This is an optimization exercise on Yosys and OpenROAD, whose aim is small area, a short achievable clock period and few clock cycles, not a production implementation. At most, simulation tests tie the RTL to the original design; equivalence was not proved. Power and IR drop assume default switching activity.

## rev 12
Design pm25_codec, start of the top module:
module pm25_codec (
    input  wire         clk,
    input  wire         rst,         
    input  wire         req_valid,
    input  wire [31:0]  req_word,
    input  wire [5:0]   req_nops,    
    input  wire [255:0] req_ops,     
    output wire         busy,
    input  wire         rx_valid,
    input  wire [1:0]   rx_kind,     
    input  wire [7:0]   rx_byte,
    output wire         rx_ready,
    output reg  [2:0]   st,
    output reg  [1:0]   rop,
    output wire [7:0]   nrx,
    output reg          len_vld,
    output wire [15:0]  lenf_r,
    output reg          lmatch,
    output reg          csc_vld,
    output wire [15:0]  csc,
    output reg          csr_vld,
    output reg  [15:0]  csr,
    output wire [5:0]   flen,
    output wire [255:0] fbuf,
    output reg          cbuf_vld,
    output wire [55:0]  cbuf
);
Size in the first run: roughly 2000 cells after synthesis, ~640 flip-flops, roughly 690 I/O pins, roughly 26000 µm² of cells after synthesis.
Settings: LEC_CHECK=0, ABC_CLOCK_PERIOD_IN_PS=1500, CAP_MARGIN=35, CORE_MARGIN=2, CORE_UTILIZATION=50, SLEW_MARGIN=20; clock period 10.0 ns.
standard.sh (not shown) runs the stock make flow with config.mk's settings and CLKGATE_MAP_FILE= SYNTH_SCRIPT=/design/flow/synth_recipe.tcl, a recipe that flattens the netlist after the stock synthesis.
==> flow/flow/run.sh <==
#!/bin/bash
set -euo pipefail
export BUFFER_PORTS_ARGS="-buffer_cell sky130_fd_sc_hd__buf_1"
export SETUP_SLACK_MARGIN=6.6
bash standard.sh > standard.log 2>&1
Rev 12: full flow OK, the timing, DRC and antenna checks passed
The following lists how rev 13 was set up differently from rev 12:
Settings: ABC_CLOCK_PERIOD_IN_PS now 3000, was 1500.
Findings:
Fraction of area in multi-input gates came out exactly the same in rev 13 and rev 12. Sequential cell count came out exactly the same in rev 13 and rev 12. Wire length the detailed router placed on met1: rev 12 vs rev 13 — no meaningful difference.
No functional check of the RTL was part of any run of this note.

---

pm25_codec, a different RTL version from the one above (not shown whole).
For scale: about 1900 cells after synthesis, about 630 flip-flops.
Design pm25_codec, start of the top module:
module pm25_codec (
    input  wire         clk,
    input  wire         rst,         
    input  wire         req_valid,
    input  wire [31:0]  req_word,
    input  wire [5:0]   req_nops,    
    input  wire [255:0] req_ops,     
    output wire         busy,
    input  wire         rx_valid,
    input  wire [1:0]   rx_kind,     
    input  wire [7:0]   rx_byte,
    output wire         rx_ready,
    output reg  [2:0]   st,
    output reg  [1:0]   rop,
    output wire [7:0]   nrx,
    output reg          len_vld,
    output wire [15:0]  lenf_r,
    output reg          lmatch,
    output reg          csc_vld,
    output wire [15:0]  csc,
    output reg          csr_vld,
    output reg  [15:0]  csr,
    output wire [5:0]   flen,
    output wire [255:0] fbuf,
    output reg          cbuf_vld,
    output wire [55:0]  cbuf
);
    localparam [2:0] ST_OK      = 3'd0,
                     ST_TIMEOUT = 3'd1,
                     ST_LENMIS  = 3'd2,
                     ST_CSUM    = 3'd3,
                     ST_TERR    = 3'd4,
                     ST_ILLEGAL = 3'd6,
                     ST_NONE    = 3'd7;
    reg         s_h0, s_h1, s_lh, s_ll, s_bd;    
    reg         s_en;                            
    reg         s_vs, s_vc;                      
    reg         busy_r;      
    reg         busy_o;      
    reg         busy_n;      
    reg         rxr;         
    reg         pol;         
    reg  [5:0]  tg;          
    reg  [5:0]  em4;         
    reg         tl;          
    reg         lastr;       
    reg  [5:0]  idx;         
    reg         fsy;         
    reg         fsyn;        
    reg  [6:0]  cnt;         
    reg  [12:0] acc;         
    reg         cscz;        
    reg  [239:0] fb;         
    reg  [23:0] cbd;         
    reg  [9:0]  cck;         
    reg         cv1, cv0;    
    reg  [255:0] vsr;        
    reg  [3:0]  vm;          
  ...
Settings: LEC_CHECK=0, CAP_MARGIN=35, CORE_MARGIN=2, CORE_UTILIZATION=65, CTS_BUF_LIST=sky130_fd_sc_hd__clkbuf_8, SLEW_MARGIN=20; clock period 10.0 ns.
Scripts as last shown in full above: flow/flow/run.sh
Testbench counts at the start, summed over its fixed seeds: cycles 28,075.
Change:
Settings changed: ABC_AREA set to 1, CORE_UTILIZATION 65 to 50.
Effect: Wire length hardly moves. Synthesized cell count goes up by about 18%. Via count came out higher by about 0.36%. Total power came out higher by 2.6%. First-iteration DRC count went down by about 35%. Cell area grows by 0.89%. Register-to-register slack improved by 0.06 ns. Area after synthesis rises by about 1.6%.

---

Setup of before:
pm25_codec, a different RTL version from the one above (not shown whole).
Size: about 1700 cells after synthesis, ~600 flip-flops, roughly 0.024 mm2 of cells after synthesis.
clock: 10.0 ns
lec_check: 0
abc_clock_period_in_ps: 3000
cap_margin: 35
core_margin: 2
core_utilization: 30
setup_slack_margin: 5
slew_margin: 20
==> flow/flow/run.sh <==
#!/bin/bash
# Standard layout, with the smallest buffer on every input and output port.
set -euo pipefail
export BUFFER_PORTS_ARGS="-buffer_cell sky130_fd_sc_hd__buf_1"
bash standard.sh > standard.log 2>&1
before: all stages complete, timing, DRC and antenna checks passed
--- input diff before..after ---
Settings: clearing ABC_CLOCK_PERIOD_IN_PS, which used to be 3000; clearing SETUP_SLACK_MARGIN, which used to be 5.
==> flow/run.sh (new file) <==
#!/bin/bash
# synth_recipe.tcl (not shown) runs the flow's synth.tcl, then flattens the netlist and writes it again
# the make line also repeats each setting of config.mk as NAME=value (left out here)
make -C /OpenROAD-flow-scripts/flow DESIGN_CONFIG=/design/flow/config.mk WORK_HOME=/design/flow/orfs CLKGATE_MAP_FILE= SYNTH_SCRIPT=/design/flow/synth_recipe.tcl finish
removed: flow/flow/run.sh
removed: flow/standard.sh
[summary]
- Worst hold slack across all endpoints essentially unchanged between after and before.
- [after] diode insertion count for antenna repair rose 1 relative to before
- Looking at the reports, after completed the entire flow and the layout it produced met the timing, DRC and antenna checks.
- Summary — routed via count divided by cell count, after relative to before: higher, by 1.2%.
- Taking after as 1.0, before lands at 0.940 on amount of wire on met2 after detailed routing.
- after reports its most common cell after layout, fill and taps aside as clkdlybuf4s50_1 while before reports buf_1.
Function was not checked in any run of this note: the RTL went through the layout flow alone.

---

Another version of the RTL of pm25_codec (not shown whole).
## pm25_codec
module pm25_codec (
    input  wire         clk,
    input  wire         rst,         
    input  wire         req_valid,
    input  wire [31:0]  req_word,
    input  wire [5:0]   req_nops,    
    input  wire [255:0] req_ops,     
    output wire         busy,
    input  wire         rx_valid,
    input  wire [1:0]   rx_kind,     
    input  wire [7:0]   rx_byte,
    output wire         rx_ready,
    output reg  [2:0]   st,
    output reg  [1:0]   rop,
    output wire [7:0]   nrx,
    output reg          len_vld,
    output wire [15:0]  lenf_r,
    output reg          lmatch,
    output reg          csc_vld,
    output wire [15:0]  csc,
    output reg          csr_vld,
    output reg  [15:0]  csr,
    output wire [5:0]   flen,
    output wire [255:0] fbuf,
    output reg          cbuf_vld,
    output wire [55:0]  cbuf
);
==> flow/config.mk <==
export PLATFORM = sky130hd
export DESIGN_NAME = pm25_codec
export DESIGN_NICKNAME = pm25_codec
export VERILOG_FILES = /design/flow/design.v
export SDC_FILE = /design/flow/constraint.sdc
export NUM_CORES = 4
export LEC_CHECK = 0
export ABC_CLOCK_PERIOD_IN_PS = 3000
export CAP_MARGIN = 35
export CORE_MARGIN = 2
export CORE_UTILIZATION = 50
export SLEW_MARGIN = 20
==> flow/constraint.sdc <==
create_clock -name core_clock -period 10.0 [get_ports {clk}]
set_input_delay 2.0000 -clock core_clock [delete_from_list [all_inputs] [get_ports {clk}]]
set_output_delay 2.0000 -clock core_clock [all_outputs]
set_load 0.01 [all_outputs]
==> flow/flow/run.sh <==
#!/bin/bash
set -euo pipefail
export BUFFER_PORTS_ARGS="-buffer_cell sky130_fd_sc_hd__buf_1"
export SETUP_SLACK_MARGIN=6.9
export CTS_ARGS="-sink_clustering_enable -repair_clock_nets -dont_use_dummy_load"
bash standard.sh > standard.log 2>&1
Then changed:
==> flow/flow/run.sh (replaced) <==
#!/bin/bash
set -euo pipefail
export BUFFER_PORTS_ARGS="-buffer_cell sky130_fd_sc_hd__buf_1"
export SETUP_SLACK_MARGIN=6.6
bash standard.sh > standard.log 2>&1
What happened: Routed wire length fell by 4.7%. Core utilization fell by 3.4 points. Synthesized cell count does not change. Die area is unchanged.
No functional check of the RTL was part of any run of this note.

---

RTL: one of the versions met above, not the one the previous note started from.
Size in the first run: roughly 630 flip-flops, about 690 I/O pins, roughly 26000 sq um of cells after synthesis.
clock: 10.0 ns
lec_check: 0
cap_margin: 35
core_margin: 2
core_utilization: 50
cts_buf_list: sky130_fd_sc_hd__clkbuf_8
slew_margin: 20
==> flow/flow/run.sh <==
#!/bin/bash
set -euo pipefail
export BUFFER_PORTS_ARGS="-buffer_cell sky130_fd_sc_hd__buf_1"
export SETUP_SLACK_MARGIN=6.8
bash standard.sh > standard.log 2>&1
The first run completed without violations.
Testbench counts at the start, summed over its fixed seeds: cycles 28,075.
Next try:
==> flow/flow/run.sh (replaced) <==
#!/bin/bash
set -euo pipefail
export BUFFER_PORTS_ARGS="-buffer_cell sky130_fd_sc_hd__buf_1"
export SETUP_SLACK_MARGIN=6.6
platform_dont_use="sky130_fd_sc_hd__probe_p_8 sky130_fd_sc_hd__probec_p_8 sky130_fd_sc_hd__lpflow_bleeder_1 sky130_fd_sc_hd__lpflow_clkbufkapwr_1 sky130_fd_sc_hd__lpflow_clkbufkapwr_16 sky130_fd_sc_hd__lpflow_clkbufkapwr_2 sky130_fd_sc_hd__lpflow_clkbufkapwr_4 sky130_fd_sc_hd__lpflow_clkbufkapwr_8 sky130_fd_sc_hd__lpflow_clkinvkapwr_1 sky130_fd_sc_hd__lpflow_clkinvkapwr_16 sky130_fd_sc_hd__lpflow_clkinvkapwr_2 sky130_fd_sc_hd__lpflow_clkinvkapwr_4 sky130_fd_sc_hd__lpflow_clkinvkapwr_8 sky130_fd_sc_hd__lpflow_decapkapwr_12 sky130_fd_sc_hd__lpflow_decapkapwr_3 sky130_fd_sc_hd__lpflow_decapkapwr_4 sky130_fd_sc_hd__lpflow_decapkapwr_6 sky130_fd_sc_hd__lpflow_decapkapwr_8 sky130_fd_sc_hd__lpflow_inputiso0n_1 sky130_fd_sc_hd__lpflow_inputiso0p_1 sky130_fd_sc_hd__lpflow_inputiso1n_1 sky130_fd_sc_hd__lpflow_inputiso1p_1 sky130_fd_sc_hd__lpflow_inputisolatch_1 sky130_fd_sc_hd__lpflow_isobufsrc_1 sky130_fd_sc_hd__lpflow_isobufsrc_16 sky130_fd_sc_hd__lpflow_isobufsrc_2 sky130_fd_sc_hd__lpflow_isobufsrc_4 sky130_fd_sc_hd__lpflow_isobufsrc_8 sky130_fd_sc_hd__lpflow_isobufsrckapwr_16 sky130_fd_sc_hd__lpflow_lsbuf_lh_hl_isowell_tap_1 sky130_fd_sc_hd__lpflow_lsbuf_lh_hl_isowell_tap_2 sky130_fd_sc_hd__lpflow_lsbuf_lh_hl_isowell_tap_4 sky130_fd_sc_hd__lpflow_lsbuf_lh_isowell_4 sky130_fd_sc_hd__lpflow_lsbuf_lh_isowell_tap_1 sky130_fd_sc_hd__lpflow_lsbuf_lh_isowell_tap_2 sky130_fd_sc_hd__lpflow_lsbuf_lh_isowell_tap_4"
slow=""
for c in or3 or3b or4 or4b or4bb; do
  for d in 1 2 4; do slow="$slow sky130_fd_sc_hd__${c}_${d}"; done
done
bash standard.sh "DONT_USE_CELLS=$platform_dont_use$slow" finish > standard.log 2>&1
What happened: Wire length shrinks by 9.7%; hold slack is worse by 0.0089 ns; cell count shrinks by 2.9%; non-clock buffer count shrinks by 87; design area shrinks by 6.1%; sequential cell count does not change; power shrinks by 2.5%; sequential share of layout area grows by 3.0 points.
Next try:
==> flow/flow/run.sh (replaced) <==
#!/bin/bash
set -euo pipefail
export BUFFER_PORTS_ARGS="-buffer_cell sky130_fd_sc_hd__buf_1"
export SETUP_SLACK_MARGIN=6.4
bash standard.sh > standard.log 2>&1
The changed run completed without violations; clock power went up by about 8%; final area shrinks by 0.94%; global-route usage barely changes; via count increases by 1.7%; synthesized cell count stays the same; combinational power went down by about 4%; sequential power is about the same; register-to-register slack loses 0.16 ns; wire length came out higher by 1.8%; worst setup slack loses 0.15 ns.
Next try:
--- a/flow/flow/run.sh
+++ b/flow/flow/run.sh
@@ -4 +4 @@
-export SETUP_SLACK_MARGIN=6.4
+export SETUP_SLACK_MARGIN=6.7
Outcome:
- count of clock-buffer cells in the layout climbs by 9
- cell area climbs by 4.9%
- register-to-register slack gains 0.13 ns

---

== job 6612 ==
Starting RTL as in the previous note.
clock: 10.0 ns
lec_check: 0
cap_margin: 35
core_margin: 2
core_utilization: 50
cts_buf_list: sky130_fd_sc_hd__clkbuf_4 sky130_fd_sc_hd__clkbuf_8
cts_cluster_size: 20
slew_margin: 20
==> flow/flow/run.sh <==
#!/bin/bash
set -euo pipefail
export BUFFER_PORTS_ARGS="-buffer_cell sky130_fd_sc_hd__buf_1"
export SETUP_SLACK_MARGIN=6.6
bash standard.sh > standard.log 2>&1
Testbench counts of job 6612, summed over its fixed seeds: cycles 28,075.
What job 882 does differently from job 6612 at the input level:
Settings: CORE_UTILIZATION changed from 50 to 60; CTS_CLUSTER_SIZE removed (was 20); CTS_BUF_LIST changed from sky130_fd_sc_hd__clkbuf_4 sky130_fd_sc_hd__clkbuf_8 to sky130_fd_sc_hd__clkbuf_8; ABC_AREA newly set to 1.
==> run notes <==
Compared job 882 vs job 6612, and total sequential power is up in job 882. For job 882, the worst setup path endpoint was fbuf[21], unlike job 6612, where it was cbuf[28]. Against job 6612, total routed wirelength in job 882 fell by a few percent. Going from job 6612 to job 882, synthesized cell count grows by 18%. When the final numbers for job 6612 and job 882 were put side by side, the clock latency at the later pin of the worst-skew pair turned out to be greater in job 882.
For job 4404, these inputs were changed with respect to job 882:
Settings: CORE_UTILIZATION changed from 60 to 50; ABC_AREA removed (was 1); CTS_BUF_LIST removed (was sky130_fd_sc_hd__clkbuf_8); ABC_CLOCK_PERIOD_IN_PS newly set to 3000.
--- outcome ---
Summary of job 4404 over job 882: area taken by flip-flops and latches closely matched the old numbers; clock power share increased by 3.0 points relative to the old numbers; peak clock frequency supported by timing decreased by 3.2 MHz relative to the old numbers; simple-gate portion of the synthesized area decreased by 2.9 points relative to the old numbers. Looking at global-route usage across job 882 and job 4404, the one that comes out lower is job 4404. Job 882 vs job 4404, path type of the worst setup path: register to output port vs input pin to register. In job 4404, the required arrival time at the worst endpoint came out 2.50 ns above the value in job 882. Job 4404 did not stop at any stage, and its layout met the timing, DRC and antenna checks.
Setup changes, job 4404 to job 4187
Settings: ABC_CLOCK_PERIOD_IN_PS: 3000 -> unset; CTS_BUF_LIST: unset -> sky130_fd_sc_hd__clkbuf_8.
Notes after the runs:
For job 4404, the critical path launch point was rx_byte[5], unlike job 4187, where it was cbd[12].
Changes observed in job 4187 relative to job 4404: met1 global-route usage rose 0.25 points, global-route wire length before repair did not really move.
Compared job 4187 against job 4404; final area within noise.
Diff job 4187 and job 4404: diode insertion count for antenna repair higher in job 4404
Job 4187 vs job 4404 — highest cell delay on the worst timing path rose 0.05 ns.
Going from job 4404 to job 4187, the clock-buffer cell count was found to have gone up by 31.
The post-detailed-routing wire length was comparable across job 4187 and job 4404.
Via-per-instance ratio: job 4187 and job 4404 compared, lower one is job 4187
Delta (job 4187 minus job 4404): part of the cycle the worst path needs shows a reduction of 1.0 points; shortest period the worst path allows went down by 0.10 ns.
Critical path endpoint = cbuf[28]: job 4187; critical path endpoint = st[1]: job 4404
diff inputs: job 4187 => job 4520
Settings: setting PLACE_DENSITY to 0.75 for the first time; setting ABC_AREA to 1 for the first time.
- From job 4187 to job 4520 the numbers moved as follows: first-iteration DRC count picked up an extra 31, routability congestion estimate has increased, worst slack after detailed placement higher, power in the clock group now sits at about the same level.
- Job 4520 reached the end of the flow, and the finished layout is clean on the timing, DRC and antenna checks.
- Job 4520 reports its worst setup path endpoint as lenf_r[1] while job 4187 reports cbuf[28].
- Measured against job 4187, the half-perimeter wire length of the detailed placement result of job 4520 comes out at 0.923 times the reference value.
- Count of plain and timing-repair buffers in the layout (job 4520 vs. job 4187) decreases by a few percent
- Looking only at post-CTS setup buffer count, and setting everything else aside, the lower value of job 4520 and job 4187 goes to job 4520.
> inputs changed (job 4520 -> job 9411)
Settings: a deleted ABC_AREA that had been 1; a deleted PLACE_DENSITY that had been 0.75; a change of CTS_BUF_LIST from sky130_fd_sc_hd__clkbuf_8 to sky130_fd_sc_hd__clkbuf_4.
==> run notes <==
From job 4520 to job 9411 the numbers moved as follows: synthesized cell count lower, number of inserted filler cells in the final layout decreased by 145 relative to the old numbers, sequential group share of total power +1.1 points, half-perimeter wire length of the detailed placement result +5.0 mm, worst setup slack decreased by 0.27 ns relative to the old numbers.
The clock edge transition at the registers on the reported setup and hold paths of job 4520 and that of job 9411 are within noise of each other.
Job 4520 → job 9411: area of all placed cells without fillers went up; clock power fell by about 4%; non-clock inverter instance count of the final layout shows a reduction of 152; slew of the pin with the lowest slew margin now sits higher.

-- re-timing with driven ports --
The results above use ideal ports. As a check the final layouts listed here were re-extracted and re-timed, cells and wires unchanged.
Step 1 (the two cells are an assumption about what drives the block):
set clk [get_ports {clk}]
set_driving_cell -lib_cell sky130_fd_sc_hd__clkbuf_16 $clk
set_driving_cell -lib_cell sky130_fd_sc_hd__buf_2 [delete_from_list [all_inputs] $clk]
Step 2, shift: input delay + t, output delay - t, t = (earliest + latest rising clock arrival at the registers) / 2. This alone moves slack from input paths to output paths.
Slacks: ideal / step 1 / step 2; pairs: ideal / step 1.
run | t, ns | slack for setup (ns) | hold slack, ns | slew at the worst register clock pin (ns) | pins driven straight from the clock port
rev 12 | 0.658 | 6.486 / 6.470 / 5.812 | 0.448 / 0.448 / 0.448 | 0.07 / 0.07 | 1
rev 13 | 0.658 | 6.486 / 6.470 / 5.812 | 0.448 / 0.448 / 0.448 | 0.07 / 0.07 | 1
the first run of note 2 | 0.722 | 6.552 / 6.477 / 5.755 | 0.451 / 0.451 / 0.451 | 0.07 / 0.07 | 1
the second run of note 2 | 0.740 | 6.609 / 6.549 / 5.924 | 0.439 / 0.439 / 0.439 | 0.07 / 0.07 | 1
before | 0.657 | 5.163 / 5.163 / 4.630 | 0.445 / 0.445 / 0.445 | 0.06 / 0.06 | 1
after | 0.665 | 4.301 / 4.301 / 4.065 | 0.445 / 0.445 / 0.445 | 0.07 / 0.07 | 1
the first run of note 4 | 0.639 | 6.581 / 6.603 / 5.964 | 0.445 / 0.445 / 0.445 | 0.06 / 0.06 | 1
the second run of note 4 | 0.652 | 6.508 / 6.517 / 5.865 | 0.448 / 0.448 / 0.448 | 0.06 / 0.06 | 1
the first run of note 5 | 0.748 | 6.423 / 6.412 / 5.664 | 0.450 / 0.450 / 0.450 | 0.07 / 0.07 | 1
the second run of note 5 | 0.756 | 6.579 / 6.515 / 5.812 | 0.441 / 0.441 / 0.441 | 0.07 / 0.07 | 1
the third run of note 5 | 0.754 | 6.426 / 6.363 / 5.704 | 0.446 / 0.446 / 0.446 | 0.07 / 0.07 | 1
the fourth run of note 5 | 0.762 | 6.522 / 6.499 / 5.737 | 0.445 / 0.445 / 0.445 | 0.07 / 0.07 | 1
job 6612 | 0.750 | 6.590 / 6.528 / 5.855 | 0.447 / 0.447 / 0.447 | 0.07 / 0.07 | 1
job 882 | 0.750 | 6.527 / 6.475 / 6.032 | 0.448 / 0.448 / 0.448 | 0.07 / 0.07 | 1
job 4404 | 0.670 | 6.487 / 6.475 / 5.805 | 0.452 / 0.452 / 0.452 | 0.07 / 0.07 | 1
job 4187 | 0.747 | 6.590 / 6.530 / 5.884 | 0.443 / 0.443 / 0.443 | 0.07 / 0.07 | 1
job 4520 | 0.748 | 6.544 / 6.485 / 5.947 | 0.437 / 0.437 / 0.437 | 0.07 / 0.07 | 1
job 9411 | 1.066 | 6.274 / 6.212 / 5.615 | 0.433 / 0.433 / 0.433 | 0.08 / 0.08 | 1
After both steps setup and hold are still met in every run listed. For the first run of note 2, which loses most, drivers alone change the setup slack by -0.075 ns; drivers and shift together by -0.797 ns.
